From an optimization exercise on the open Yosys and OpenROAD flow, aimed at small area, a short achievable clock period and few clock cycles; shortcuts taken in it are not production practice.
The RTL of this run was laid out without a check of its function.
Power is estimated from default activity; no workload was simulated.

==> flow/design.v <==
module kw26_core (
    input  wire        clk,
    input  wire        rst,           
    input  wire        cmd_valid,
    output wire        cmd_ready,
    input  wire [99:0] cmd,
    output reg         out_valid,
    output reg  [7:0]  out_data,
    output reg         resp_valid,
    output reg  [3:0]  resp_status
);
    localparam [3:0] OP_KEY_LOAD   = 4'h1,
                     OP_KS_STEP    = 4'h2,
                     OP_KS_ADVANCE = 4'h3,
                     OP_KS_PEEK    = 4'h4,
                     OP_MSG_START  = 4'h5,
                     OP_ENC        = 4'h6,
                     OP_DEC        = 4'h7;
    localparam [3:0] ST_OK        = 4'd0,
                     ST_INVKEY    = 4'd1,
                     ST_ENCODING  = 4'd3,
                     ST_ILLEGAL   = 4'd4,
                     ST_SEQUENCE  = 4'd5;
    localparam [4:0] CODE_LTRS = 5'd31,
                     CODE_FIGS = 5'd27;
    function [30:0] step_a(input [30:0] s);
        step_a = {s[29:0], s[30] ^ s[2]};
    endfunction
    function [28:0] step_b(input [28:0] s);
        step_b = {s[27:0], s[28] ^ s[1]};
    endfunction
    function [22:0] step_c(input [22:0] s);
        step_c = {s[21:0], s[22] ^ s[4]};
    endfunction
    function [30:0] step5_a(input [30:0] s);
        step5_a = step_a(step_a(step_a(step_a(step_a(s)))));
    endfunction
    function [28:0] step5_b(input [28:0] s);
        step5_b = step_b(step_b(step_b(step_b(step_b(s)))));
    endfunction
    function [22:0] step5_c(input [22:0] s);
        step5_c = step_c(step_c(step_c(step_c(step_c(s)))));
    endfunction
    function [30:0] dec_a(input [30:0] s);
        reg [61:0] y;
        integer j;
        begin
            for (j = 0; j < 31; j = j + 1) y[j] = s[30-j];
            for (j = 31; j < 62; j = j + 1) y[j] = y[j-31] ^ y[j-3];
            for (j = 0; j < 31; j = j + 1) dec_a[30-j] = y[2*j];
        end
    endfunction
    function [28:0] dec_b(input [28:0] s);
        reg [57:0] y;
        integer j;
        begin
            for (j = 0; j < 29; j = j + 1) y[j] = s[28-j];
            for (j = 29; j < 58; j = j + 1) y[j] = y[j-29] ^ y[j-2];
            for (j = 0; j < 29; j = j + 1) dec_b[28-j] = y[2*j];
        end
    endfunction
    function [22:0] dec_c(input [22:0] s);
        reg [45:0] y;
        integer j;
        begin
            for (j = 0; j < 23; j = j + 1) y[j] = s[22-j];
            for (j = 23; j < 46; j = j + 1) y[j] = y[j-23] ^ y[j-5];
            for (j = 0; j < 23; j = j + 1) dec_c[22-j] = y[2*j];
        end
    endfunction
    function combine(input a, input b, input c);
        reg [7:0] tt;
        begin
            tt = 8'h62;
            combine = tt[{a, b, c}];
        end
    endfunction
    function [7:0] tab_ltrs(input [4:0] c);
        case (c)
            5'd0:  tab_ltrs = 8'h00;  5'd1:  tab_ltrs = 8'h45;
            5'd2:  tab_ltrs = 8'h0A;  5'd3:  tab_ltrs = 8'h41;
            5'd4:  tab_ltrs = 8'h20;  5'd5:  tab_ltrs = 8'h53;
            5'd6:  tab_ltrs = 8'h49;  5'd7:  tab_ltrs = 8'h55;
            5'd8:  tab_ltrs = 8'h0D;  5'd9:  tab_ltrs = 8'h44;
            5'd10: tab_ltrs = 8'h52;  5'd11: tab_ltrs = 8'h4A;
            5'd12: tab_ltrs = 8'h4E;  5'd13: tab_ltrs = 8'h46;
            5'd14: tab_ltrs = 8'h43;  5'd15: tab_ltrs = 8'h4B;
            5'd16: tab_ltrs = 8'h54;  5'd17: tab_ltrs = 8'h5A;
            5'd18: tab_ltrs = 8'h4C;  5'd19: tab_ltrs = 8'h57;
            5'd20: tab_ltrs = 8'h48;  5'd21: tab_ltrs = 8'h59;
            5'd22: tab_ltrs = 8'h50;  5'd23: tab_ltrs = 8'h51;
            5'd24: tab_ltrs = 8'h4F;  5'd25: tab_ltrs = 8'h42;
            5'd26: tab_ltrs = 8'h47;  5'd28: tab_ltrs = 8'h4D;
            5'd29: tab_ltrs = 8'h58;  5'd30: tab_ltrs = 8'h56;
            default: tab_ltrs = 8'h00;
        endcase
    endfunction
    function [7:0] tab_figs(input [4:0] c);
        case (c)
            5'd0:  tab_figs = 8'h00;  5'd1:  tab_figs = 8'h33;
            5'd2:  tab_figs = 8'h0A;  5'd3:  tab_figs = 8'h2D;
            5'd4:  tab_figs = 8'h20;  5'd5:  tab_figs = 8'h27;
            5'd6:  tab_figs = 8'h38;  5'd7:  tab_figs = 8'h37;
            5'd8:  tab_figs = 8'h0D;  5'd9:  tab_figs = 8'h05;
            5'd10: tab_figs = 8'h34;  5'd11: tab_figs = 8'h07;
            5'd12: tab_figs = 8'h2C;  5'd13: tab_figs = 8'h21;
            5'd14: tab_figs = 8'h3A;  5'd15: tab_figs = 8'h28;
            5'd16: tab_figs = 8'h35;  5'd17: tab_figs = 8'h2B;
            5'd18: tab_figs = 8'h29;  5'd19: tab_figs = 8'h32;
            5'd20: tab_figs = 8'h23;  5'd21: tab_figs = 8'h36;
            5'd22: tab_figs = 8'h30;  5'd23: tab_figs = 8'h31;
            5'd24: tab_figs = 8'h39;  5'd25: tab_figs = 8'h3F;
            5'd26: tab_figs = 8'h26;  5'd28: tab_figs = 8'h2E;
            5'd29: tab_figs = 8'h2F;  5'd30: tab_figs = 8'h3D;
            default: tab_figs = 8'h00;
        endcase
    endfunction
    function [6:0] find_ch(input [7:0] ch);
        integer i;
        begin
            find_ch = 7'd0;
            for (i = 0; i < 32; i = i + 1)
                if (i != 27 && i != 31) begin
                    if (tab_ltrs(i[4:0]) == ch) find_ch = find_ch | {2'b10, i[4:0]};
                    if (tab_figs(i[4:0]) == ch) find_ch = find_ch | {2'b01, i[4:0]};
                end
        end
    endfunction
    wire [3:0]  op  = cmd[99:96];
    wire [95:0] arg = cmd[95:0];
    reg illegal;
    always @(*) begin
        case (op)
            OP_KEY_LOAD:   illegal = 1'b0;
            OP_KS_STEP:    illegal = |arg;
            OP_KS_ADVANCE: illegal = 1'b0;
            OP_KS_PEEK:    illegal = |arg[95:32];
            OP_MSG_START:  illegal = |arg;
            OP_ENC:        illegal = |arg[95:8];
            OP_DEC:        illegal = |arg[95:5];
            default:       illegal = 1'b1;
        endcase
    end
    wire [31:0] seed_a = arg[95:64];
    wire [31:0] seed_b = arg[63:32];
    wire [31:0] seed_c = arg[31:0];
    wire key_ok = (seed_a != 32'd0) && (seed_a[31] == 1'b0) &&
                  (seed_b != 32'd0) && (seed_b[31:29] == 3'd0) &&
                  (seed_c != 32'd0) && (seed_c[31:23] == 9'd0);
    wire [6:0] enc = find_ch(arg[7:0]);
    wire       enc_l = enc[6];
    wire       enc_f = enc[5];
    wire [4:0] enc_code = enc[4:0];
    reg [30:0] ra;
    reg [28:0] rb;
    reg [22:0] rc;
    reg [30:0] cva;
    reg [28:0] cvb;
    reg [22:0] cvc;
    reg [30:0] pa;          
    reg [28:0] pb;
    reg [22:0] pc;
    reg [95:0] nreg;        
    reg        keyed;
    reg        shift;       
    reg        s_grp2, s_peek, s_adv, s_fix;
    reg [4:0]  grp2;
    reg [4:0]  acnt;        
    reg        dg_a, dg_b, dg_c;    
    reg [1:0]  car_a;       
    reg [1:0]  car_b;
    reg [2:0]  car_c;
    wire idle = !(s_grp2 || s_peek || s_adv || s_fix);
    assign cmd_ready = idle;
    wire take = cmd_valid && idle;
    wire z_main = combine(ra[30], rb[28], rc[22]);
    wire z_cv   = combine(cva[30], cvb[28], cvc[22]);
    wire z_peek = combine(pa[30], pb[28], pc[22]);
    wire [4:0] ks5 = {combine(ra[30], rb[28], rc[22]),
                      combine(ra[29], rb[27], rc[21]),
                      combine(ra[28], rb[26], rc[20]),
                      combine(ra[27], rb[25], rc[19]),
                      combine(ra[26], rb[24], rc[18])};
    wire [4:0] dsym = arg[4:0] ^ ks5;
    function [2:0] cnt4(input [3:0] v);
        cnt4 = v[0] + v[1] + v[2] + v[3];
    endfunction
    function [2:0] cnt5(input [4:0] v);
        cnt5 = v[0] + v[1] + v[2] + v[3] + v[4];
    endfunction
    wire [2:0] first_a = cnt4({arg[0], arg[31], arg[62], arg[93]});
    wire [2:0] first_b = cnt4({arg[0], arg[29], arg[58], arg[87]});
    wire [2:0] first_c = cnt5({arg[0], arg[23], arg[46], arg[69], arg[92]});
    wire [2:0] sum_a = cnt4({nreg[1], nreg[32], nreg[63], nreg[94]}) + car_a;
    wire [2:0] sum_b = cnt4({nreg[1], nreg[30], nreg[59], nreg[88]}) + car_b;
    wire [3:0] sum_c = cnt5({nreg[1], nreg[24], nreg[47], nreg[70], nreg[93]}) + car_c;
    always @(posedge clk) begin
        if (s_peek) begin
            pa <= step_a(pa);
            pb <= step_b(pb);
            pc <= step_c(pc);
        end else begin
            pa <= step_a(cva);
            pb <= step_b(cvb);
            pc <= step_c(cvc);
        end
        if (idle)
            nreg <= arg;
        else if (s_peek)
            nreg[31:0] <= nreg[31:0] - 32'd1;
        else
            nreg <= {1'b0, nreg[95:1]};
        if (!keyed) begin
            ra  <= seed_a[30:0];
            rb  <= seed_b[28:0];
            rc  <= seed_c[22:0];
            cva <= seed_a[30:0];
            cvb <= seed_b[28:0];
            cvc <= seed_c[22:0];
        end
        if (rst) begin
            s_grp2      <= 1'b0;
            s_peek      <= 1'b0;
            s_adv       <= 1'b0;
            s_fix       <= 1'b0;
            keyed       <= 1'b0;
            shift       <= 1'b0;
            out_valid   <= 1'b0;
            resp_valid  <= 1'b0;
        end else begin
            out_valid   <= 1'b0;
            resp_valid  <= 1'b0;
            resp_status <= ST_OK;
            if (take) begin
                if (illegal) begin
                    resp_valid  <= 1'b1;
                    resp_status <= ST_ILLEGAL;
                end else if ((op == OP_KEY_LOAD) == keyed) begin
                    resp_valid  <= 1'b1;
                    resp_status <= ST_SEQUENCE;
                end else begin
                    case (op)
                    OP_KEY_LOAD: begin
                        resp_valid <= 1'b1;
                        if (key_ok) begin
                            shift <= 1'b0;
                            keyed <= 1'b1;
                        end else begin
                            resp_status <= ST_INVKEY;
                        end
                    end
                    OP_KS_STEP: begin
                        ra         <= step_a(ra);
                        rb         <= step_b(rb);
                        rc         <= step_c(rc);
                        out_valid  <= 1'b1;
                        out_data   <= {7'd0, z_main};
                        resp_valid <= 1'b1;
                    end
                    OP_KS_ADVANCE: begin
                        s_adv <= 1'b1;
                        acnt  <= 5'd0;
                        dg_a  <= first_a[0];
                        dg_b  <= first_b[0];
                        dg_c  <= first_c[0];
                        car_a <= first_a[2:1];
                        car_b <= first_b[2:1];
                        car_c <= {1'b0, first_c[2:1]};
                    end
                    OP_KS_PEEK: begin
                        out_data <= {7'd0, z_cv};
                        if (arg[31:0] == 32'd0) begin
                            resp_valid <= 1'b1;
                        end else begin
                            out_valid <= 1'b1;
                            if (arg[31:0] == 32'd1)
                                resp_valid <= 1'b1;
                            else
                                s_peek <= 1'b1;
                        end
                    end
                    OP_MSG_START: begin
                        shift      <= 1'b0;
                        resp_valid <= 1'b1;
                    end
                    OP_ENC: begin
                        if ((!shift && enc_l) || (shift && enc_f)) begin
                            ra         <= step5_a(ra);
                            rb         <= step5_b(rb);
                            rc         <= step5_c(rc);
                            out_valid  <= 1'b1;
                            out_data   <= {3'd0, enc_code ^ ks5};
                            resp_valid <= 1'b1;
                        end else if (enc_l || enc_f) begin
                            ra        <= step5_a(ra);
                            rb        <= step5_b(rb);
                            rc        <= step5_c(rc);
                            out_valid <= 1'b1;
                            out_data  <= {3'd0, (shift ? CODE_LTRS : CODE_FIGS) ^ ks5};
                            grp2      <= enc_code;
                            shift     <= !shift;
                            s_grp2    <= 1'b1;
                        end else begin
                            resp_valid  <= 1'b1;
                            resp_status <= ST_ENCODING;
                        end
                    end
                    OP_DEC: begin
                        ra         <= step5_a(ra);
                        rb         <= step5_b(rb);
                        rc         <= step5_c(rc);
                        resp_valid <= 1'b1;
                        if (dsym == CODE_LTRS) begin
                            shift <= 1'b0;
                        end else if (dsym == CODE_FIGS) begin
                            shift <= 1'b1;
                        end else begin
                            out_valid <= 1'b1;
                            out_data  <= shift ? tab_figs(dsym) : tab_ltrs(dsym);
                        end
                    end
                    default: begin
                        resp_valid  <= 1'b1;
                        resp_status <= ST_ILLEGAL;
                    end
                    endcase
                end
            end
            if (s_grp2) begin
                ra         <= step5_a(ra);
                rb         <= step5_b(rb);
                rc         <= step5_c(rc);
                out_valid  <= 1'b1;
                out_data   <= {3'd0, grp2 ^ ks5};
                resp_valid <= 1'b1;
                s_grp2     <= 1'b0;
            end
            if (s_peek) begin
                out_valid <= 1'b1;
                out_data  <= {7'd0, z_peek};
                if (nreg[31:0] == 32'd2) begin
                    resp_valid <= 1'b1;
                    s_peek     <= 1'b0;
                end
            end
            if (s_adv) begin
                acnt <= acnt + 5'd1;
                ra   <= dec_a(dg_a ? step_a(ra) : ra);
                if (acnt != 5'd30) begin
                    dg_a  <= sum_a[0];
                    car_a <= sum_a[2:1];
                end
                if (acnt <= 5'd28) begin
                    rb <= dec_b(dg_b ? step_b(rb) : rb);
                    if (acnt != 5'd28) begin
                        dg_b  <= sum_b[0];
                        car_b <= sum_b[2:1];
                    end
                end else if (car_b != 2'd0) begin
                    rb    <= step_b(rb);
                    car_b <= car_b - 2'd1;
                end
                if (acnt <= 5'd22) begin
                    rc <= dec_c(dg_c ? step_c(rc) : rc);
                    if (acnt != 5'd22) begin
                        dg_c  <= sum_c[0];
                        car_c <= sum_c[3:1];
                    end
                end else if (car_c != 3'd0) begin
                    rc    <= step_c(rc);
                    car_c <= car_c - 3'd1;
                end
                if (acnt == 5'd30) begin
                    s_adv <= 1'b0;
                    if (car_a == 2'd0 && car_b <= 2'd1 && car_c <= 3'd1)
                        resp_valid <= 1'b1;
                    else
                        s_fix <= 1'b1;
                end
            end
            if (s_fix) begin
                if (car_a != 2'd0) begin
                    ra    <= step_a(ra);
                    car_a <= car_a - 2'd1;
                end
                if (car_b != 2'd0) begin
                    rb    <= step_b(rb);
                    car_b <= car_b - 2'd1;
                end
                if (car_c != 3'd0) begin
                    rc    <= step_c(rc);
                    car_c <= car_c - 3'd1;
                end
                if (car_a <= 2'd1 && car_b <= 2'd1 && car_c <= 3'd1) begin
                    resp_valid <= 1'b1;
                    s_fix      <= 1'b0;
                end
            end
        end
    end
endmodule
==> flow/run.sh <==
#!/bin/bash
# synth_recipe.tcl (not shown) runs the flow's synth.tcl, then flattens the netlist and writes it again
# the make line also repeats each setting of config.mk as NAME=value (left out here)
make -C /OpenROAD-flow-scripts/flow DESIGN_CONFIG=/design/flow/config.mk WORK_HOME=/design/flow/orfs CLKGATE_MAP_FILE= SYNTH_SCRIPT=/design/flow/synth_recipe.tcl finish
==> flow/config.mk <==
export PLATFORM = sky130hd
export DESIGN_NAME = kw26_core
export DESIGN_NICKNAME = kw26_core
export VERILOG_FILES = /design/flow/design.v
export SDC_FILE = /design/flow/constraint.sdc
export NUM_CORES = 4
export LEC_CHECK = 0
export ABC_CLOCK_PERIOD_IN_PS = 3500
export CAP_MARGIN = 20
export CORE_MARGIN = 2
export CORE_UTILIZATION = 40
export PLACE_DENSITY = 0.6
export SETUP_SLACK_MARGIN = 4.5
export SLEW_MARGIN = 20
==> flow/constraint.sdc <==
create_clock -name core_clock -period 8.0 [get_ports {clk}]
set_input_delay 1.6000 -clock core_clock [delete_from_list [all_inputs] [get_ports {clk}]]
set_output_delay 1.6000 -clock core_clock [all_outputs]
set_load 0.01 [all_outputs]
==> summary.txt <==
* Status: timing/DRC/antenna clean
* Final period util at 49.2%
* Place WS at 1700 ps
* Total power at 5670 uW
* Worst-skew pair later-pin latency at 580 ps
* Fin. max-slew vios at 0
* # setup viols final at 0
* Top cell type's share of synthesized area at 21.7%
* Drt initial violations at 2512
* Skew final at 20.7 ps
* Post-synth EDFFs at 177
* Post-synthesis sequential area ratio at 38.5%
* #FFs+latches synth at 383
* H-Tree Depth at 2
* Storage cell area at 9460 um2
* Peak supply drop at 127 uV
* Core Footprint at 60500 um2
* CTS root buf: clkbuf_16
* Die Wd at 251 um
* Final ANT Viol Nets at 0
* Worst Tran Pin Value at 1220 ps
* Critical path type: in2reg
* Routability cong. at 0.912
* Leakage at 0.0115 uW
* Final #Nets at 2960
* Clock Path Buffers at 3
* Initial Util at 40.5%
* DR vias/cell at 6.29
* # fillers at 5376
* # port buffers at 115
* RSZ-0062 raised after global routing: true
* Worst setup SP type: input port
* Req. time, crit path at 8470 ps
* Layout cells sized above 1 at 30.2%
* Die Height at 251 um
* Total number of vias at 22800
* Drt wl/cell at 24.5 um
* Minimum clock period at 3940 ps
* Final Hold Fails at 0
* Critical Path End Type: flop
* Main synth FF type: dfxtp_1
* Initial antenna violation count at 3
* I/O pin count at 118
* Synth Instances at 2739
* Area leader, netlist: edfxtp_1
* Crit path DAT at 4410 ps
* GR Overflow Total at 0
* Mapped Area at 24500 um2
* # hold bufs at CTS at 0
* Async S/R FF share, synth at 0%
* DR DRC count at 0
* Worst Slack Setup Final at 4060 ps
* Max Cap Viol at 0
* Synth warn at 1
* Hold WC Path Type: reg2reg
* Routed WL at 88800 um
* Pre-antenna DRT Iters at 6
* Detailed placer's ending HPWL at 53400 um
* Clock sinks at 383
* Clock transition at path regs at 60 ps
* TritonCTS buffer count at 44
* Synth area leaders: edfxtp_1 22%, dfxtp_1 17%, mux2_2 10%, o21ai_0 4.7%, nand2_1 3.9%
* Fmax at 254 MHz
* CTS tree: yes
* Syn-to-layout area delta at 26.8%
* GRT Util Overall at 27.0%
* First-pass GRT wire length at 133000 um
* Num rows at 90
* Die area at 63200 um2
* Synth unique cells at 96
* Relative slew slack at 18.9%
* Multi-input logic area at 15500 um2
* PwrDens at 182 nW/um2
* Setup TNS at 0 ps
* Vias in the first global route at 21500
* CP Max Fanout at 6
* Largest net degree at the start of global routing at 102
* Post-Syn Area per Cell at 8.94 um2
[final cells by class]
class	instances	share of cell area (%)
Sequential cell	383	30.4
Multi-Input combinational cell	2032	49.8
Antenna cell	1	0.00806
Timing Repair Buffer	301	11.1
Tap cell	782	3.15
Clock inverter	24	1.04
Inverter	50	0.681
Clock buffer	56	3.85
[worst paths after layout]
| kind | cells after the start | endpoint | slack (ps) | from |
|---|---|---|---|---|
| worst max-delay path | 13 | rb[6] | 4060 | cmd[40] |
| worst min-delay path | 1 | pb[3] | 450 | pb[2] |
| worst max register to register | 11 | rb[6] | 4550 | keyed |
| worst min register to register | 1 | pb[3] | 450 | pb[2] |
[what timing repair did]
action,CTS,global route
hold endpoints to repair,0,0
endpoints found under the setup margin,131,111
gates resized for setup,680,142
setup buffers,99,23
pin swaps,160,117
cloned,25,3
[power breakdown]
| group | switching [uW] | internal (uW) |
|---|---|---|
| combinational | 667 | 544 |
| sequential | 141 | 2160 |
| clock | 866 | 1290 |
| total | 1670 | 3990 |
[per-layer routing]
| layer | wire length, um | GRT usage [%] | vias to the layer above |
|---|---|---|---|
| met1 | 37100 | 37.2 | 11100 |
| met3 | 8250 | 5.12 | 257 |
| met5 | 27 | 0 | - |
| met4 | 4010 | 11.9 | 4 |
| met2 | 39500 | 41.2 | 1260 |
| li1 | - | - | 10200 |
[flip-flops by register name, indices dropped and copies added, names as in the netlist, 7 cells and up]
| signal | cells |
|---|---|
| nreg | 96 |
| cva | 31 |
| pa | 31 |
| ra | 31 |
| cvb | 29 |
| pb | 29 |
| rb | 29 |
| cvc | 23 |
| pc | 23 |
| rc | 23 |
| out_data | 7 |
[cell usage after synthesis, types with 13 or more instances]
master	n
o211ai_1	19
fa_1	13
a22oi_1	110
o21ai_0	230
inv_1	49
nand2_1	253
nand3_1	75
nor4_1	35
a221oi_1	52
xor2_1	48
a21oi_1	160
clkbuf_1	195
ha_1	32
nor3_1	120
o21ai_1	55
o22ai_1	16
mux2_2	219
dfxtp_1	206
buf_2	47
xnor2_1	94
or3_1	14
mux2i_1	67
edfxtp_1	177
nor2b_1	13
nor2_1	203
buf_1	25
[metrics by stage]
stage | area, um2 | instances | hold slack, ps | utilization (%)
finish | 31100 | 3629 | 447 | 51.4
global route | 31100 | 3628 | 466 | 51.4
CTS | 30300 | 3601 | 450 | 50.0
detailed placement | 26300 | 3397 | 439 | 43.4
global placement | 26300 | 3397 | 436 | 43.4
floorplan | 25200 | 2740 | 433 | -
[critical path, cell delays in order]
cell and delay [ps]:
clkdlybuf4s15_2 230, nor4_2 270, nand2_1 140, nor3_4 220, buf_12 150, nand3_4 80
nor4_4 330, o31ai_4 140, buf_12 160, a221o_1 400, a41oi_4 290, a221oi_2 60
o31a_1 310
[cells by family (layout without fill, tap and decap cells)]
logic type	Yosys count	in the layout	synth area share (%)
AND/OR/NAND/NOR	795	795	15.2
AO/OA/AOI/OAI	742	747	18.9
flip-flops	383	383	38.5
buffers and inverters	331	431	5.56
multiplexers	291	291	13.2
XOR/XNOR	151	152	5.85
adder cells (fa/ha/maj)	45	45	2.70
other	1	3	0.0153
[cell usage in the layout, fill, tap and decap left out, types with 75 or more instances in the layout]
master,synthesis,layout
o21ai_0,230,204
o21ai_1,55,75
edfxtp_1,177,177
dfxtp_1,206,201
a21oi_1,160,127
buf_4,8,122
nor3_1,120,106
xnor2_1,94,88
nor2_1,203,192
nand2_1,253,247
mux2_2,219,219

## afterwards: timing with drivers on the ports
Ports are ideal in the flow. The routed layout listed here was re-timed in OpenROAD.
Step 1 (the two cells are an assumption about what drives the block):
set clk [get_ports {clk}]
set_driving_cell -lib_cell sky130_fd_sc_hd__clkbuf_16 $clk
set_driving_cell -lib_cell sky130_fd_sc_hd__buf_2 [delete_from_list [all_inputs] $clk]
Step 2 also shifts input and output timing later by t, the mid clock arrival at the registers, as if the neighbouring blocks saw the same clock.
a / b / c = ideal / step 1 / step 2; a / b = the first two.
t, ns: 0.633
setup WS [ns]: 4.060 / 4.074 / 3.441
worst register clock-pin slew, ns: 0.07 / 0.07
worst slew at a driven data input, ns: 0.14
pins driven straight from the clock port: 1
After both steps this run still meets setup and hold. For this run, drivers alone change the setup slack by +0.014 ns; drivers and shift together by -0.619 ns.
